What follows belongs to an exercise in optimizing a design on an open flow for small area and a short achievable clock period; a production flow would make more cautious choices.
Function was checked by simulation only, so behaviour that the tests miss may differ from the original.

==> job 2823 <==
==> flow/design.v <==
module midi_ring (
    input  wire       clk,
    input  wire       rst,
    input  wire       push,
    input  wire [7:0] push_byte,
    input  wire       step_en,
    output wire [7:0] front,        
    output wire       do_pop,       
    output wire       do_check,     
    output wire       ovf
);
    localparam [5:0] CNT0  = 6'd0;     
    localparam [5:0] CNT1  = 6'd1;     
    localparam [5:0] CNT63 = 6'd32;    
    reg [7:0] S [0:62-1];
    reg [5:0] cnt;
    reg       ovf_r;
    reg       phase;                
    reg [7:0] front_r;
    function [5:0] up;
        input [5:0] x;
        up = {x[4:0], x[5] ^ x[4] ^ ~|x[4:0]};
    endfunction
    function [5:0] down;
        input [5:0] y;
        down = {y[0] ^ y[5] ^ ~|y[5:1], y[5:1]};
    endfunction
    wire empty  = (cnt == CNT0);
    wire one    = (cnt == CNT1);
    wire full   = (cnt == CNT63);
    wire pop_ok = ~phase & ~empty;
    assign do_pop   = step_en & pop_ok;
    assign do_check = step_en & phase;
    assign ovf      = ovf_r;
    assign front    = front_r;
    wire [511:0] rd_tab;         
    assign rd_tab[8*2 +: 8] = S[0];    
    assign rd_tab[8*4 +: 8] = S[1];    
    assign rd_tab[8*8 +: 8] = S[2];    
    assign rd_tab[8*16 +: 8] = S[3];    
    assign rd_tab[8*33 +: 8] = S[4];    
    assign rd_tab[8*3 +: 8] = S[5];    
    assign rd_tab[8*6 +: 8] = S[6];    
    assign rd_tab[8*12 +: 8] = S[7];    
    assign rd_tab[8*24 +: 8] = S[8];    
    assign rd_tab[8*49 +: 8] = S[9];    
    assign rd_tab[8*34 +: 8] = S[10];    
    assign rd_tab[8*5 +: 8] = S[11];    
    assign rd_tab[8*10 +: 8] = S[12];    
    assign rd_tab[8*20 +: 8] = S[13];    
    assign rd_tab[8*41 +: 8] = S[14];    
    assign rd_tab[8*19 +: 8] = S[15];    
    assign rd_tab[8*39 +: 8] = S[16];    
    assign rd_tab[8*15 +: 8] = S[17];    
    assign rd_tab[8*30 +: 8] = S[18];    
    assign rd_tab[8*61 +: 8] = S[19];    
    assign rd_tab[8*58 +: 8] = S[20];    
    assign rd_tab[8*52 +: 8] = S[21];    
    assign rd_tab[8*40 +: 8] = S[22];    
    assign rd_tab[8*17 +: 8] = S[23];    
    assign rd_tab[8*35 +: 8] = S[24];    
    assign rd_tab[8*7 +: 8] = S[25];    
    assign rd_tab[8*14 +: 8] = S[26];    
    assign rd_tab[8*28 +: 8] = S[27];    
    assign rd_tab[8*57 +: 8] = S[28];    
    assign rd_tab[8*50 +: 8] = S[29];    
    assign rd_tab[8*36 +: 8] = S[30];    
    assign rd_tab[8*9 +: 8] = S[31];    
    assign rd_tab[8*18 +: 8] = S[32];    
    assign rd_tab[8*37 +: 8] = S[33];    
    assign rd_tab[8*11 +: 8] = S[34];    
    assign rd_tab[8*22 +: 8] = S[35];    
    assign rd_tab[8*45 +: 8] = S[36];    
    assign rd_tab[8*27 +: 8] = S[37];    
    assign rd_tab[8*55 +: 8] = S[38];    
    assign rd_tab[8*46 +: 8] = S[39];    
    assign rd_tab[8*29 +: 8] = S[40];    
    assign rd_tab[8*59 +: 8] = S[41];    
    assign rd_tab[8*54 +: 8] = S[42];    
    assign rd_tab[8*44 +: 8] = S[43];    
    assign rd_tab[8*25 +: 8] = S[44];    
    assign rd_tab[8*51 +: 8] = S[45];    
    assign rd_tab[8*38 +: 8] = S[46];    
    assign rd_tab[8*13 +: 8] = S[47];    
    assign rd_tab[8*26 +: 8] = S[48];    
    assign rd_tab[8*53 +: 8] = S[49];    
    assign rd_tab[8*42 +: 8] = S[50];    
    assign rd_tab[8*21 +: 8] = S[51];    
    assign rd_tab[8*43 +: 8] = S[52];    
    assign rd_tab[8*23 +: 8] = S[53];    
    assign rd_tab[8*47 +: 8] = S[54];    
    assign rd_tab[8*31 +: 8] = S[55];    
    assign rd_tab[8*63 +: 8] = S[56];    
    assign rd_tab[8*62 +: 8] = S[57];    
    assign rd_tab[8*60 +: 8] = S[58];    
    assign rd_tab[8*56 +: 8] = S[59];    
    assign rd_tab[8*48 +: 8] = S[60];    
    assign rd_tab[8*32 +: 8] = S[61];    
    assign rd_tab[8*0 +: 8] = 8'bx;     
    assign rd_tab[8*1 +: 8] = 8'bx;     
    wire [7:0] rd = rd_tab[8*cnt +: 8];
    wire [7:0] front_pop   = one ? push_byte : rd;
    wire [7:0] front_nopop = (empty | (push & full)) ? push_byte : front_r;
    wire [5:0] cnt_pop     = push ? cnt : down(cnt);
    wire [5:0] cnt_nopop   = push ? (full ? CNT1 : up(cnt)) : cnt;
    integer i;
    always @(posedge clk) begin
        if (push) begin
            S[0] <= push_byte;
            for (i = 1; i < 62; i = i + 1)
                S[i] <= S[i-1];
        end
        front_r <= do_pop ? front_pop : front_nopop;
    end
    always @(posedge clk) begin
        if (rst) begin
            cnt   <= CNT0;
            ovf_r <= 1'b0;
            phase <= 1'b0;
        end else begin
            cnt <= do_pop ? cnt_pop : cnt_nopop;
            if (~do_pop & push & full)
                ovf_r <= 1'b1;
            else if (do_check)
                ovf_r <= 1'b0;
            if (step_en)
                phase <= ~phase & empty;
        end
    end
endmodule
module midi_parser (
    input  wire       clk,
    input  wire       rst,
    input  wire       feed,
    input  wire [7:0] feed_byte,
    input  wire       force_desync,
    output reg        msg_valid,
    output wire [7:0] msg_status,
    output wire [7:0] msg_d1,
    output wire [7:0] msg_d2,
    output wire [1:0] msg_len
);
    reg [6:0] rs;
    reg       rs_v;
    reg       have;
    reg [7:0] pd1;
    reg [6:0] st_q;
    reg [7:0] d1_q;
    reg [7:0] d2_q;
    reg [1:0] len_q;
    wire [7:0] b     = feed_byte;
    wire       rt    = &b[7:3];
    wire       stat  = b[7] & ~rt;             
    wire       chan  = b[7] & ~(&b[6:4]);      
    wire       need1 = rs[6] & ~rs[5];         
    wire       acc   = ~b[7] & rs_v;           
    wire       emit  = rt | (acc & (need1 | have));
    always @(posedge clk) begin
        st_q  <= rt ? b[6:0] : rs;
        d1_q  <= rt ? 8'h00 : (need1 ? b : pd1);
        d2_q  <= (rt | need1) ? 8'h00 : b;
        len_q <= {~rt, b[7] | ~need1};
        if (feed & chan)
            rs <= b[6:0];
        if (feed & acc & ~need1 & ~have)
            pd1 <= b;
    end
    always @(posedge clk) begin
        if (rst) begin
            msg_valid <= 1'b0;
            rs_v      <= 1'b0;
            have      <= 1'b0;
        end else begin
            msg_valid <= feed & emit;
            if (force_desync) begin
                rs_v <= 1'b0;
                have <= 1'b0;
            end else if (feed) begin
                if (stat) begin
                    rs_v <= chan;
                    have <= 1'b0;
                end else if (acc & ~need1) begin
                    have <= ~have;
                end
            end
        end
    end
    assign msg_status = {1'b1, st_q};
    assign msg_d1     = d1_q;
    assign msg_d2     = d2_q;
    assign msg_len    = len_q;
endmodule
module midi_framer (
    input  wire       clk,
    input  wire       rst,           
    input  wire       in_valid,
    input  wire [7:0] in_byte,
    input  wire       step_en,       
    input  wire       desync_req,    
    output wire       msg_valid,
    output wire [7:0] msg_status,
    output wire [7:0] msg_d1,
    output wire [7:0] msg_d2,
    output wire [1:0] msg_len
);
    wire [7:0] front;
    wire       do_pop, do_check, ovf;
    midi_ring u_ring (
        .clk      (clk),
        .rst      (rst),
        .push     (in_valid),
        .push_byte(in_byte),
        .step_en  (step_en),
        .front    (front),
        .do_pop   (do_pop),
        .do_check (do_check),
        .ovf      (ovf)
    );
    midi_parser u_parser (
        .clk         (clk),
        .rst         (rst),
        .feed        (do_pop),
        .feed_byte   (front),
        .force_desync((do_check & ovf) | desync_req),
        .msg_valid   (msg_valid),
        .msg_status  (msg_status),
        .msg_d1      (msg_d1),
        .msg_d2      (msg_d2),
        .msg_len     (msg_len)
    );
endmodule
==> flow/run.sh <==
#!/bin/bash
# synth_recipe.tcl (not shown) runs the flow's synth.tcl, then flattens the netlist and writes it again
# the make line also repeats each setting of config.mk as NAME=value (left out here)
make -C /OpenROAD-flow-scripts/flow DESIGN_CONFIG=/design/flow/config.mk WORK_HOME=/design/flow/orfs CLKGATE_MAP_FILE= SYNTH_SCRIPT=/design/flow/synth_recipe.tcl finish
==> flow/config.mk <==
export PLATFORM = sky130hd
export DESIGN_NAME = midi_framer
export DESIGN_NICKNAME = midi_framer
export VERILOG_FILES = /design/flow/design.v
export SDC_FILE = /design/flow/constraint.sdc
export NUM_CORES = 4
export LEC_CHECK = 0
export CAP_MARGIN = 20
export CORE_MARGIN = 2
export CORE_UTILIZATION = 72
export CTS_CLUSTER_DIAMETER = 80
export CTS_CLUSTER_SIZE = 25
export PLACE_DENSITY = 0.85
export SETUP_SLACK_MARGIN = 4.6
export SLEW_MARGIN = 20
==> flow/constraint.sdc <==
create_clock -name core_clock -period 7.0 [get_ports {clk}]
set_input_delay 1.4000 -clock core_clock [delete_from_list [all_inputs] [get_ports {clk}]]
set_output_delay 1.4000 -clock core_clock [all_outputs]
set_load 0.01 [all_outputs]
==> job 3849: changes against job 2823 <==
--- a/flow/config.mk
+++ b/flow/config.mk
@@ -8,8 +8,8 @@
 export CAP_MARGIN = 20
 export CORE_MARGIN = 2
-export CORE_UTILIZATION = 72
-export CTS_CLUSTER_DIAMETER = 80
-export CTS_CLUSTER_SIZE = 25
-export PLACE_DENSITY = 0.85
-export SETUP_SLACK_MARGIN = 4.6
+export CORE_UTILIZATION = 50
+export CTS_CLUSTER_DIAMETER = 60
+export CTS_CLUSTER_SIZE = 35
+export PLACE_DENSITY = 0.7
+export SETUP_SLACK_MARGIN = 4.8
 export SLEW_MARGIN = 20
==> flow_metrics.env <==
export IMPL_status="timing/DRC/antenna clean"
export IMPL_max_stage_delay_ns=0.33
export IMPL_grt_busiest_layer="met1"
export IMPL_worst_clock_skew_ns=0.0299
export IMPL_fin_nets=1205
export IMPL_cp_depth=1
export IMPL_taps=539
export IMPL_power_mw=7.99
export IMPL_tightest_slew_ns=0.806
export IMPL_multi_input_area_share=0.196
export IMPL_crit_family="flip-flops"
export IMPL_timing_slew_headroom=0.462
export IMPL_multi_input_area_um2=4840
export IMPL_fin_ws_ns=4.58
export IMPL_die_h_um=210
(the above is from job 3849)
==> flow_metrics.env <==
export IMPL_crit_family="compound AO/OA/AOI/OAI gates"
export IMPL_cp_depth=7
export IMPL_power_mw=7.18
export IMPL_tightest_slew_ns=0.943
export IMPL_grt_busiest_layer="met2"
export IMPL_synth_top_area_frac=0.731
export IMPL_drtPass1Iterations=6
export IMPL_timing_slew_headroom=0.371
export IMPL_multi_input_area_um2=4650
export IMPL_synth_xor_xnor_area_share=0
export IMPL_clkbuf_count=46
export IMPL_fin_ws_ns=4.50
export IMPL_fin_nets=1145
export IMPL_taps=390
export IMPL_synth_ff_type="edfxtp_1"
export IMPL_stdcell_count=1540
export IMPL_max_stage_delay_ns=0.43
export IMPL_die_h_um=176
export IMPL_worst_clock_skew_ns=0.0270
export IMPL_status="timing/DRC/antenna clean"
(the above is from job 2823)

==> separate check: timing with driven ports <==
The flow's constraints put no driver on any port. The routed layouts listed below were extracted and timed again, unchanged, in two steps.
Step 1 assumes that a clkbuf_16 drives the clock port and a buf_2 every other input.
Step 2 also shifts input and output timing later by t, the mid clock arrival at the registers, as if the neighbouring blocks saw the same clock.
a / b / c = ideal / step 1 / step 2; a / b = the first two.
| run | shift t [ns] | setup WS [ns] | clock arrival spread, ns | slew at the worst register clock pin (ns) | cell pins on the clock port's net |
|---|---|---|---|---|---|
| job 2823 | 0.623 | 4.495 / 4.495 / 3.908 | 0.044 / 0.044 | 0.11 / 0.11 | 1 |
| job 3849 | 0.615 | 4.584 / 4.533 / 4.202 | 0.035 / 0.035 | 0.10 / 0.10 | 1 |
After both steps setup and hold are still met in every run listed. For job 2823, which loses most, drivers alone change the setup slack by 0.000 ns; drivers and shift together by -0.587 ns.
